What follows belongs to an exercise in optimizing a design on an open flow for small area; a production flow would make more cautious choices.
The RTL was checked by simulation tests, not by an equivalence proof against the original design.
No driver is modelled on the clock port, so clocking that relies on it looks cheaper here than on a real chip.
No activity file was given, so power comes from the tool's default toggle rates.

==> design.v <==
module kraken_enc (
    input  wire [31:0] cmd,
    output wire [1:0]  err,      
    output wire        which,    
    output wire [7:0]  val,      
    output reg  [4:0]  len,      
    output reg  [61:0] sym       
);
    wire [3:0] fam   = cmd[7:4];
    wire [3:0] proto = cmd[11:8];
    wire       st    = cmd[12];
    wire [7:0] m     = cmd[23:16];
    wire [7:0] s     = cmd[31:24];
    wire [3:0] sd = s[3:0] - 4'd1;
    reg m_ok, s_ok;
    always @(*) begin
        case (fam[1:0])
            2'd0: begin m_ok = (m[7:5] == 3'd0); s_ok = (s[7:5] == 3'd0); end
            2'd1: begin m_ok = (m[7:4] == 4'd0); s_ok = ((s[7:4] == 4'd0) && (s[3:0] != 4'd0)) || (s == 8'd16); end
            2'd2: begin m_ok = (m[7:2] == 6'd0); s_ok = (s[7:2] == 6'd0) && (s[1:0] != 2'd0); end
            default: begin m_ok = (m[7:6] == 2'd0); s_ok = (s[7:6] == 2'd0); end
        endcase
    end
    wire proto_bad = (proto[3:2] != 2'd0) || (proto[1:0] == 2'd0);
    wire fam_bad   = (fam[3:2] != 2'd0);
    assign err   = proto_bad ? 2'd2 : fam_bad ? 2'd1 : (!m_ok || !s_ok) ? 2'd3 : 2'd0;
    assign which = !proto_bad && !fam_bad && m_ok && !s_ok;
    assign val   = proto_bad ? {4'd0, proto} : fam_bad ? {4'd0, fam} : !m_ok ? m : !s_ok ? s : 8'd0;
    wire f0 = (fam[1:0] == 2'd0), f1 = (fam[1:0] == 2'd1), f2 = (fam[1:0] == 2'd2), f3 = (fam[1:0] == 2'd3);
    wire [3:0] mo = {m[1:0] == 2'd3, m[1:0] == 2'd2, m[1:0] == 2'd1, m[1:0] == 2'd0};
    wire [2:0] so = {s[1:0] == 2'd3, s[1:0] == 2'd2, s[1:0] == 2'd1};
    wire [20:0] fl;
    assign fl[0]  = f0 & ~m[4] | f1 & m[0] | f2 & ~mo[0];
    assign fl[1]  = f0 & ~m[3] | f1 & m[1] | f2 & ~mo[1] | f3 & ~m[5];
    assign fl[2]  = f0 & ~m[2] | f1 & m[2] | f2 & ~mo[2] | f3 & ~m[4];
    assign fl[3]  = f0 & ~m[1] | f1 & m[3] | f2 & ~mo[3] | f3 & ~m[3];
    assign fl[4]  = f0 & ~m[0] | f1 & sd[0] | f2 & ~so[0] | f3 & ~m[2];
    assign fl[5]  = f0 & ~s[4] | f1 & sd[1] | f2 & ~so[1] | f3 & ~m[1];
    assign fl[6]  = f0 & ~s[3] | f1 & sd[2] | f2 & ~so[2] | f3 & ~m[0];
    assign fl[7]  = f0 & ~s[2] | f1 & sd[3] | f2          | f3 & ~s[5];
    assign fl[8]  = f0 & ~s[1]              | f2          | f3 & ~s[4];
    assign fl[9]  = f0 & ~s[0] | f1         | f2          | f3 & ~s[3];
    assign fl[10] = f0 & ~st   | f1         | f2 & st     | f3 & ~s[2];
    assign fl[11] = ~f3 & st                              | f3 & ~s[1];
    assign fl[12] = f3 & ~s[0];
    assign fl[13] = 1'b0;
    assign fl[14] = f3;
    assign fl[15] = f3;
    assign fl[16] = 1'b0;
    assign fl[17] = f3;
    assign fl[18] = 1'b0;
    assign fl[19] = f3 & ~st;
    assign fl[20] = f3 & st;
    integer i;
    always @(*) begin
        sym = 62'd0;
        len = f3 ? 5'd21 : 5'd12;
        for (i = 0; i < 21; i = i + 1) sym[2*i+1] = fl[i];
        for (i = 0; i < 4; i = i + 1) sym[2*i] = f2 & mo[i];
        for (i = 0; i < 3; i = i + 1) sym[2*(i+4)] = f2 & so[i];
    end
endmodule
module kraken_tx (
    input  wire        clk,
    input  wire        rst,
    input  wire        reg_sel,
    input  wire        reg_we,
    input  wire [3:0]  reg_addr,
    input  wire [31:0] reg_wdata,
    output reg  [31:0] reg_rdata,
    output wire        reg_ready,
    output reg         sl_req,
    output reg         sl_val,
    input  wire        sl_ack,
    input  wire        sl_err,
    output wire        line_en,
    input  wire        cancel_i
);
    localparam [13:0] TMR_END = 14'h0c48;
    localparam [1:0] ST_IDLE = 2'd0, ST_EXPORT = 2'd1, ST_FRAME = 2'd2, ST_REPEAT = 2'd3;
    reg [4:0]  cw_len;
    reg [61:0] cw_sym;
    reg [2:0]  e_code;
    reg [7:0]  e_val;
    reg [1:0]  state;
    reg        exported;
    reg        line_lvl;
    reg        cancel_pend;
    reg        t_done;
    reg [3:0]  t_code;
    reg [15:0] pos_r;
    reg [4:0]  pos_i;
    reg [1:0]  pos_ph;
    reg        pos_sub;    
    reg [4:0]  t_len;
    reg [61:0] t_sym;
    reg [1:0]  t_proto;
    reg [15:0] t_rep;
    reg [13:0] tmr;
    reg [22:0] wrcnt;
    wire busy = (state != ST_IDLE);
    assign line_en = exported;
    wire       wr        = reg_sel & reg_we;
    wire       wr_cmd    = wr & (reg_addr == 4'd0);
    wire [3:0] op        = reg_wdata[3:0];
    wire       is_tx     = (op[3:1] == 3'b001);
    assign reg_ready     = ~(wr_cmd & is_tx & busy);
    wire       do_enc    = wr_cmd & (op == 4'h1);
    wire       do_tx     = wr_cmd & is_tx & ~busy;
    wire       do_cancel = (wr_cmd & (op == 4'h4)) | cancel_i;
    wire       cancel_now = cancel_pend | do_cancel;
    wire [3:0] cmd_proto = reg_wdata[11:8];
    wire       proto_ok  = (cmd_proto[3:2] == 2'd0) && (cmd_proto[1:0] != 2'd0);
    wire [1:0]  enc_err;
    wire        enc_which;
    wire [7:0]  enc_val;
    wire [4:0]  enc_len;
    wire [61:0] enc_sym;
    kraken_enc u_enc (
        .cmd   (reg_wdata),
        .err   (enc_err),
        .which (enc_which),
        .val   (enc_val),
        .len   (enc_len),
        .sym   (enc_sym)
    );
    wire       is_sync = (pos_i == t_len);
    wire [1:0] cur_sym = t_sym[2*pos_i +: 2];
    wire       last_ph = is_sync ? (pos_ph[0]) : (pos_ph == 2'd3);
    reg        long_ph;
    always @(*) begin
        case (pos_ph)
            2'd0: long_ph = cur_sym[0];
            2'd1: long_ph = ~cur_sym[0];
            2'd2: long_ph = cur_sym[1] | cur_sym[0];
            default: long_ph = ~(cur_sym[1] | cur_sym[0]);
        endcase
        if (is_sync) long_ph = pos_ph[0];
    end
    reg [13:0] wait_cycles;
    always @(*) begin
        casez ({t_proto, is_sync, long_ph})
            4'b01_?_0: wait_cycles = 14'h3ab9;   
            4'b01_0_1: wait_cycles = 14'h02ab;   
            4'b01_1_1: wait_cycles = 14'h0fe8;   
            4'b10_?_0: wait_cycles = 14'h2c53;   
            4'b10_0_1: wait_cycles = 14'h007d;   
            4'b10_1_1: wait_cycles = 14'h297c;   
            4'b??_?_0: wait_cycles = 14'h2e9b;   
            4'b??_0_1: wait_cycles = 14'h12b1;   
            default:   wait_cycles = 14'h3bd2;   
        endcase
    end
    always @(posedge clk) begin
        if (do_tx && proto_ok) begin
            t_len   <= cw_len;
            t_sym   <= cw_sym;
            t_proto <= cmd_proto[1:0];
            t_rep   <= (op[0]) ? reg_wdata[31:16] : 16'd10;
        end
        if (!pos_sub) tmr <= wait_cycles;
        else          tmr <= {tmr[12:0], tmr[13] ^ tmr[12] ^ tmr[11] ^ tmr[1]};
    end
    wire in_exp = (state == ST_EXPORT);
    wire in_frm = (state == ST_FRAME);
    wire in_rep = (state == ST_REPEAT);
    wire wstep  = in_frm & ~pos_sub & ~sl_req;           
    wire ack    = in_frm & ~pos_sub & sl_req & sl_ack;   
    wire waits  = in_frm & pos_sub;
    wire tend   = waits & ~cancel_pend & (tmr == TMR_END);
    wire wr_issue    = wstep & ~cancel_now;
    wire rep_step    = in_rep & ~cancel_now;
    wire exp_go      = in_exp & ~cancel_now;
    wire rep_zero    = (t_rep == 16'd0);
    wire [15:0] pos_r_inc;
    wire rep_last    = (pos_r_inc == t_rep);
    wire cancel_done = ((in_exp | wstep | in_rep) & cancel_now) | (waits & cancel_pend);
    wire line_fail   = ack & sl_err;
    wire ok_done     = (exp_go & rep_zero) | (rep_step & rep_last);
    wire complete    = cancel_done | line_fail | ok_done;
    wire start_frame = (exp_go & ~rep_zero) | (rep_step & ~rep_last);
    wire ph_adv      = tend & ~last_ph;
    wire sym_adv     = tend & last_ph & ~is_sync;
    wire to_rep      = tend & last_ph & is_sync;
    wire ack_ok      = ack & ~sl_err;
    wire tx_ok       = do_tx & proto_ok;
    wire tx_bad      = do_tx & ~proto_ok;
    wire [22:0] wrcnt_inc;
    wire [23:0] wc;
    wire [16:0] rc;
    wire [6:0]  pos_ip = {pos_i, pos_ph};
    wire [6:0]  pos_ip_inc;
    wire [7:0]  ic;
    assign ic[0] = ph_adv | sym_adv;
    assign wc[0] = wr_issue;
    assign rc[0] = rep_step;
    genvar k;
    generate
        for (k = 0; k < 23; k = k + 1) begin : g_wc
            assign wrcnt_inc[k] = wrcnt[k] ^ wc[k];
            assign wc[k+1]      = wrcnt[k] & wc[k];
        end
        for (k = 0; k < 16; k = k + 1) begin : g_rc
            assign pos_r_inc[k] = pos_r[k] ^ rc[k];
            assign rc[k+1]      = pos_r[k] & rc[k];
        end
        for (k = 0; k < 7; k = k + 1) begin : g_ic
            assign pos_ip_inc[k] = pos_ip[k] ^ ic[k];
            assign ic[k+1]       = pos_ip[k] & ic[k];
        end
    endgenerate
    always @(posedge clk) begin
        if (rst || tx_ok) wrcnt <= 23'd0;
        else              wrcnt <= wrcnt_inc;
        if (rst || (exp_go && !rep_zero)) pos_r <= 16'd0;
        else                              pos_r <= pos_r_inc;
    end
    always @(posedge clk) begin
        if (rst) begin
            state       <= ST_IDLE;
            exported    <= 1'b0;
            line_lvl    <= 1'b0;
            cancel_pend <= 1'b0;
            t_done      <= 1'b0;
            t_code      <= 4'd0;
            pos_i       <= 5'd0;
            pos_ph      <= 2'd0;
            pos_sub     <= 1'b0;
            sl_req      <= 1'b0;
            sl_val      <= 1'b0;
        end else begin
            if (tx_ok)            state <= ST_EXPORT;
            else if (complete)    state <= ST_IDLE;
            else if (start_frame) state <= ST_FRAME;
            else if (to_rep)      state <= ST_REPEAT;
            cancel_pend <= ~complete & (cancel_pend | (do_cancel & busy));
            if (tx_bad | complete) t_done <= 1'b1;
            else if (tx_ok)        t_done <= 1'b0;
            if (tx_bad)           t_code <= {cmd_proto[3:1], cmd_proto[0] | (cmd_proto[3:1] == 3'd0)};
            else if (tx_ok)       t_code <= 4'd0;
            else if (cancel_done) t_code <= 4'd3;
            else if (line_fail)   t_code <= 4'd2;
            if (exp_go) exported <= 1'b1;
            if (start_frame) {pos_i, pos_ph} <= 7'd0;
            else             {pos_i, pos_ph} <= pos_ip_inc;
            if (start_frame | ph_adv | sym_adv) pos_sub <= 1'b0;
            else if (ack_ok)                    pos_sub <= 1'b1;
            if (wr_issue) begin
                sl_req <= 1'b1;
                sl_val <= ~pos_ph[0];
            end else if (ack) begin
                sl_req <= 1'b0;
            end
            if (ack_ok) line_lvl <= sl_val;
        end
    end
    always @(posedge clk) begin
        if (rst) begin
            cw_len  <= 5'd0;
            cw_sym  <= 62'd0;
            e_code  <= 3'd0;
            e_val   <= 8'd0;
        end else begin
            if (wr && reg_addr == 4'd1) cw_len <= reg_wdata[4:0];
            if (wr && reg_addr == 4'd2) cw_sym[31:0]  <= reg_wdata;
            if (wr && reg_addr == 4'd3) cw_sym[61:32] <= reg_wdata[29:0];
            if (do_enc) begin
                e_code  <= {enc_err == 2'd3, enc_err[1] ^ enc_err[0], ~enc_err[1] | enc_which};
                e_val   <= enc_val;
                if (enc_err == 2'd0) begin
                    cw_len <= enc_len;
                    cw_sym <= enc_sym;
                end
            end
        end
    end
    wire       e_done  = (e_code != 3'd0);
    wire [1:0] e_err   = {e_code[2] | (e_code[1] & ~e_code[0]), e_code[2] | (e_code[1] & e_code[0])};
    wire       e_which = e_code[2] & e_code[0];
    wire       tc_hi = (t_code[3:2] != 2'd0);
    wire [3:0] t_val = tc_hi ? t_code : 4'd0;
    wire [2:0] t_err = {~tc_hi & t_code[1], tc_hi | (~t_code[1] & t_code[0]), ~tc_hi & t_code[1] & t_code[0]};
    always @(*) begin
        case (reg_addr)
            4'd1:    reg_rdata = {27'd0, cw_len};
            4'd2:    reg_rdata = cw_sym[31:0];
            4'd3:    reg_rdata = {2'd0, cw_sym[61:32]};
            4'd4:    reg_rdata = {8'd0, e_val, 3'd0, e_which, 2'd0, e_err, 4'd0, e_done, 3'd0};
            4'd5:    reg_rdata = {12'd0, t_val, 5'd0, t_err, 1'b0, cancel_pend,
                                  line_lvl, exported, t_done, busy, state};
            4'd6:    reg_rdata = {9'd0, wrcnt};
            4'd7:    reg_rdata = {8'd0, pos_sub, pos_ph, pos_i, pos_r};
            default: reg_rdata = 32'd0;
        endcase
    end
endmodule
==> flow/run.sh <==
#!/bin/bash
# Standard ORFS layout with these changes in how it is built:
#  - synthesis is the standard flow's script with ABC's mapping script replaced by flow/area.abc
#    (area-oriented; registers are mapped before ABC runs, so they stay the same);
#  - the port buffers that buffer_ports inserts are the smallest buffer cell;
#  - clock tree synthesis uses clkbuf_4 buffers, sink clusters of 10 and no dummy loads;
#  - after clock tree synthesis, cells on paths with slack to spare are downsized;
#  - the steps after synthesis also mark the largest buffer cells dont-use.
set -euo pipefail
here=$(pwd)
{ head -n 1 synth_recipe.tcl; cat flow/abc_override.tcl; tail -n +2 synth_recipe.tcl; } > my_synth.tcl
sed "s#SYNTH_SCRIPT=[^ ]*synth_recipe.tcl#SYNTH_SCRIPT=$here/my_synth.tcl#" standard.sh > my_standard.sh
grep -q "SYNTH_SCRIPT=$here/my_synth.tcl" my_standard.sh
export MY_ABC_SCRIPT="$here/flow/area.abc"
export BUFFER_PORTS_ARGS="-buffer_cell sky130_fd_sc_hd__buf_1"
export CTS_ARGS="-sink_clustering_enable -repair_clock_nets -dont_use_dummy_load -buf_list sky130_fd_sc_hd__clkbuf_4 -sink_clustering_size 10 -sink_clustering_max_diameter 50"
export POST_CTS_TCL="$here/flow/post_cts.tcl"
bash my_standard.sh synth > synth_flow.log 2>&1
# the steps after synthesis also mark the largest buffers dont-use, so that slew repair
# prefers smaller buffers
export DONT_USE_CELLS="sky130_fd_sc_hd__buf_8 sky130_fd_sc_hd__buf_12 sky130_fd_sc_hd__buf_16 sky130_fd_sc_hd__bufbuf_8 sky130_fd_sc_hd__bufbuf_16 sky130_fd_sc_hd__clkbuf_16"
bash my_standard.sh > standard_flow.log 2>&1
==> flow/abc_override.tcl <==
# Map the combinational logic with flow/area.abc (an area-oriented ABC script)
# instead of ORFS's speed script; flip-flops are mapped before this step and
# are left as the standard synthesis makes them.
proc abc {args} {
  set i [lsearch -exact $args -script]
  if { $i >= 0 } { lset args [expr {$i + 1}] $::env(MY_ABC_SCRIPT) }
  yosys abc {*}$args
}
==> flow/area.abc <==
strash
ifraig
scorr
dc2
strash
&get -n
&deepsyn -J 100
&dch -f
&nf -R 1000 -p
&put
topo
==> flow/post_cts.tcl <==
# Downsize cells on paths that keep positive slack, then legalize again.
repair_timing -recover_power 100 -verbose
detailed_placement
check_placement -verbose
==> standard.sh <==
#!/bin/bash
# synth_recipe.tcl (not shown) runs the flow's synth.tcl, then flattens the netlist and writes it again
# the make line also repeats each setting of config.mk as NAME=value (left out here)
make -C /OpenROAD-flow-scripts/flow DESIGN_CONFIG=/design/flow/config.mk WORK_HOME=/design/flow/orfs CLKGATE_MAP_FILE= SYNTH_SCRIPT=/design/flow/synth_recipe.tcl "${@:-finish}"
==> config.mk <==
export PLATFORM = sky130hd
export DESIGN_NAME = kraken_tx
export DESIGN_NICKNAME = kraken_tx
export VERILOG_FILES = /design/flow/design.v
export SDC_FILE = /design/flow/constraint.sdc
export NUM_CORES = 4
export LEC_CHECK = 0
export CAP_MARGIN = 20
export CORE_MARGIN = 2
export CORE_UTILIZATION = 75
export CTS_BUF_LIST = sky130_fd_sc_hd__clkbuf_4
export CTS_CLUSTER_DIAMETER = 50
export CTS_CLUSTER_SIZE = 10
export SLEW_MARGIN = 20
==> constraint.sdc <==
create_clock -name core_clock -period 10.0 [get_ports {clk}]
set_input_delay 2.0000 -clock core_clock [delete_from_list [all_inputs] [get_ports {clk}]]
set_output_delay 2.0000 -clock core_clock [all_outputs]
set_load 0.01 [all_outputs]
==> summary.txt <==
==> cell usage after synthesis, drive strengths merged (3+ instances only) <==
cell / count / area, µm²
edfxtp: 85 / 2550
nand4: 4 / 25.0
a21oi: 32 / 160
o22ai: 14 / 87.6
xnor2: 10 / 87.6
nor2: 49 / 184
a22o: 52 / 455
o21ai: 31 / 155
nor3: 19 / 95.1
nand3b: 3 / 22.5
nor4: 13 / 81.3
nor3b: 5 / 37.5
a222oi: 31 / 310
and2: 61 / 382
dfxtp: 151 / 3020
ha: 48 / 601
o211ai: 6 / 45.0
and3: 5 / 31.3
a221o: 6 / 60.1
a22oi: 20 / 150
nand3: 22 / 110
a211o: 3 / 26.3
a211oi: 19 / 143
nand2b: 10 / 62.6
a31oi: 4 / 25.0
xor2: 7 / 61.3
nand2: 104 / 390
a221oi: 12 / 105
nor2b: 11 / 68.8
clkinv: 34 / 128
==> per-stage QoR <==
step                      cell area [µm²]  setup WS (ns)  hold WS (ns)   util
after floorplan                      9900           2.43         0.422      -
after global placement              10600           2.26         0.432  0.828
after detailed placement            10600           2.04         0.439  0.828
after global routing                10800           2.19         0.470  0.847
final                               10800           2.57         0.457  0.847
==> cells by family after synthesis <==
group                      Yosys count  synth area share
adders and majority gates           48            0.0607
and+or+nand+nor                    311             0.154
AOI/OAI and AO/OA                  250             0.192
xor gates and xnor gates            17            0.0150
DFF                                236             0.563
muxes                                2           0.00202
buffers and inverters               34            0.0129
==> worst max-delay path: cells and delay by family <==
kind	cells	cell delay (ns)
buf+inv	1	0.07
xor+xnor	1	0.12
fa+ha+maj	22	4.27
simple gates	7	1.53
==> final timing paths <==
path	startpoint	endpoint	slack (ns)	cells past startpoint
max	reg_sel	wrcnt[22]$_SDFF_PP0_	2.57	31
min	tmr[3]$_DFF_P_	tmr[4]$_DFF_P_	0.46	2
max reg2reg	pos_sub$_SDFFE_PP0P_	wrcnt[22]$_SDFF_PP0_	4.18	26
min reg2reg	tmr[3]$_DFF_P_	tmr[4]$_DFF_P_	0.46	2
==> state kept, by name (all words and copies together) (netlist names) <==
signal	cells
t_done	1
t_rep	16
t_sym	62
t_code	4
t_proto	2
pos_i	5
tmr	14
pos_r	16
sl_val	1
wrcnt	23
pos_ph	2
exported	1
cw_sym	62
cw_len	5
cancel_pend	1
t_len	5
line_lvl	1
pos_sub	1
sl_req	1
e_code	3
e_val	8
state	2
==> report_power, final <==
group          switching, mW  internal (mW)  total (mW)
Clock                  0.291          0.124       0.415
Combinational         0.0536         0.0175      0.0712
Sequential           0.00199          0.990       0.992
Total                  0.347           1.13        1.48
==> layout by cell type (no fill, tap or decap), types with 10 or more instances in the layout <==
cell	netlist	layout
dfxtp_1	151	151
nand2_1	104	104
edfxtp_1	85	85
buf_1	0	74
and2_0	61	61
a22o_1	52	52
ha_1	48	48
nor2_1	49	47
clkinv_1	34	34
a21oi_1	32	32
a222oi_1	31	31
o21ai_0	31	31
clkbuf_4	0	28
nand3_1	22	22
a22oi_1	20	20
a211oi_1	19	19
nor3_1	19	17
o22ai_1	14	14
a221oi_1	12	12
nor4_1	13	12
buf_4	0	12
nor2b_1	11	11
nand2b_1	10	10
xnor2_1	10	10
==> final cells by class <==
cell class	instances	share of cell area
sequential	236	0.516
multi-input combinational	628	0.391
timing repair buffer	98	0.0432
tap	172	0.0199
clock buffer	27	0.0187
inverter	34	0.0118
==> layer usage <==
metal / part of all wire / GRT usage / up-vias
li1: - / - / 3713
met1: 0.34 / 0.554 / 4103
met2: 0.44 / 0.694 / 837
met3: 0.15 / 0.118 / 230
met4: 0.069 / 0.216 / 0
met5: 0 / 0 / -
==> summary.txt <==
Global route
  – First-pass GRT wire length: 47000 µm
  – Vias in the first global route: 8565
  – GR Util All Layers: 0.437
  – Gr ovfl total: 0
  – Initial antenna violation count: 0
  – Pin count of the biggest net entering global routing: 88

Synthesis
  – Synth Flop Type: dfxtp_1
  – Mapped Area: 9900 µm²
  – Warnings from Yosys: 2
  – Netlist cell types: 51
  – Post-Synthesis Cells: 898
  – Synth Register Bits: 236
  – Syn Area/Cell: 11.0 µm²
  – Syn nets: 989
  – FFs w/ async S/R, synth: 0
  – Post-synth EDFFs: 85
  – Seq/Total Area, Yosys: 0.563

Clocking
  – Clock Latency Late Sink: 0.66 ns
  – # clock sinks: 236
  – Clock transition at path regs: 0.10 ns
  – TritonCTS clock tree: done

Die
  – # IOs: 79
  – Die Wd: 119 µm
  – Die area: 14100 µm²
  – Std-Cell Core Area: 12800 µm²
  – Chip Height: 119 µm
  – Initial core utilization: 0.775
  – FP Rows: 41

Setup path
  – Max incr delay on CP: 0.46 ns
  – Worst Path Required: 10.58 ns
  – Crit path top cell by count: ha_1
  – Max FO, Critical Path: 6
  – CP arrival: 8.01 ns
  – Critical path endpoint category: register
  – Startpoint types: input port
  – Crit-path slowest cell: nor4b_1
  – CP Class: input port to register

Hold path
  – Hold Crit Class: register to register

Cells and area
  – Fillers: 714
  – Reg area: 5580 µm²
  – Fin cells: 1195
  – Area of the multi-input gates: 4230 µm²
  – Layout Area Growth over Synthesis: 9.27%
  – Final net count: 1116
  – Number of antenna diodes: 0
  – Share of cells above drive strength 1: 0.0499

Pwr
  – Pwr Density: 137 nW/µm²
  – Total power: 1.48 mW
  – Peak supply drop: 0.134 mV
  – Leakage: 4.26 nW

STA
  – TNS Setup: 0 ns
  – Tmin final: 7.43 ns
  – RSZ-0062 raised after global routing: no
  – FMAX: 135 MHz
  – Slew Viols, Final: 0
  – Layout Skew: 0.0243 ns
  – Final setup viols: 0
  – Period utilisation layout: 0.743
  – Worst-margin pin slew: 0.987 ns
  – Slew headroom: 0.341
  – Final hold violations: 0

Run status
  – Outcome: complete, no violations

Detailed routing
  – Routed vias: 8883
  – Initial DRC count: 1872
  – Wirelength per Cell: 26.1 µm
  – DRC viols: 0
  – DRT antenna net count: 0
  – Routed WL: 31200 µm
  – Via density: 7.43
  – Drt pass-1 iters: 10

Place
  – Placed cell count: 1166
  – Routability cong.: 1.06
  – Post-DP HPWL: 21500 µm
  – Port Buf Inserts: 78

Flow run
  – # Max-Cap Violations: 0

-- what the ideal ports hide --
How much do the figures lean on ideal ports? The routed layout below was timed once more, with nothing changed but the port constraints.
Step 1, drivers: a clkbuf_16 drives clk and a buf_2 each remaining input, both assumed.
Step 2 moves the port delays by t, midway between the first and last clock arrival at a register: inputs arrive t later, outputs are due t later. That takes back most of the time a late clock gives input paths.
a / b / c = ideal ports / drivers / drivers and shift; a / b = the first two.
shift t [ns]: 0.697
setup WS [ns]: 2.567 / 2.580 / 1.883
worst setup path after step 2: input to register
cell pins on the clock port's net: 1
After both steps setup and hold are still met in this run. For this run, drivers alone change the setup slack by +0.013 ns; drivers and shift together by -0.684 ns.
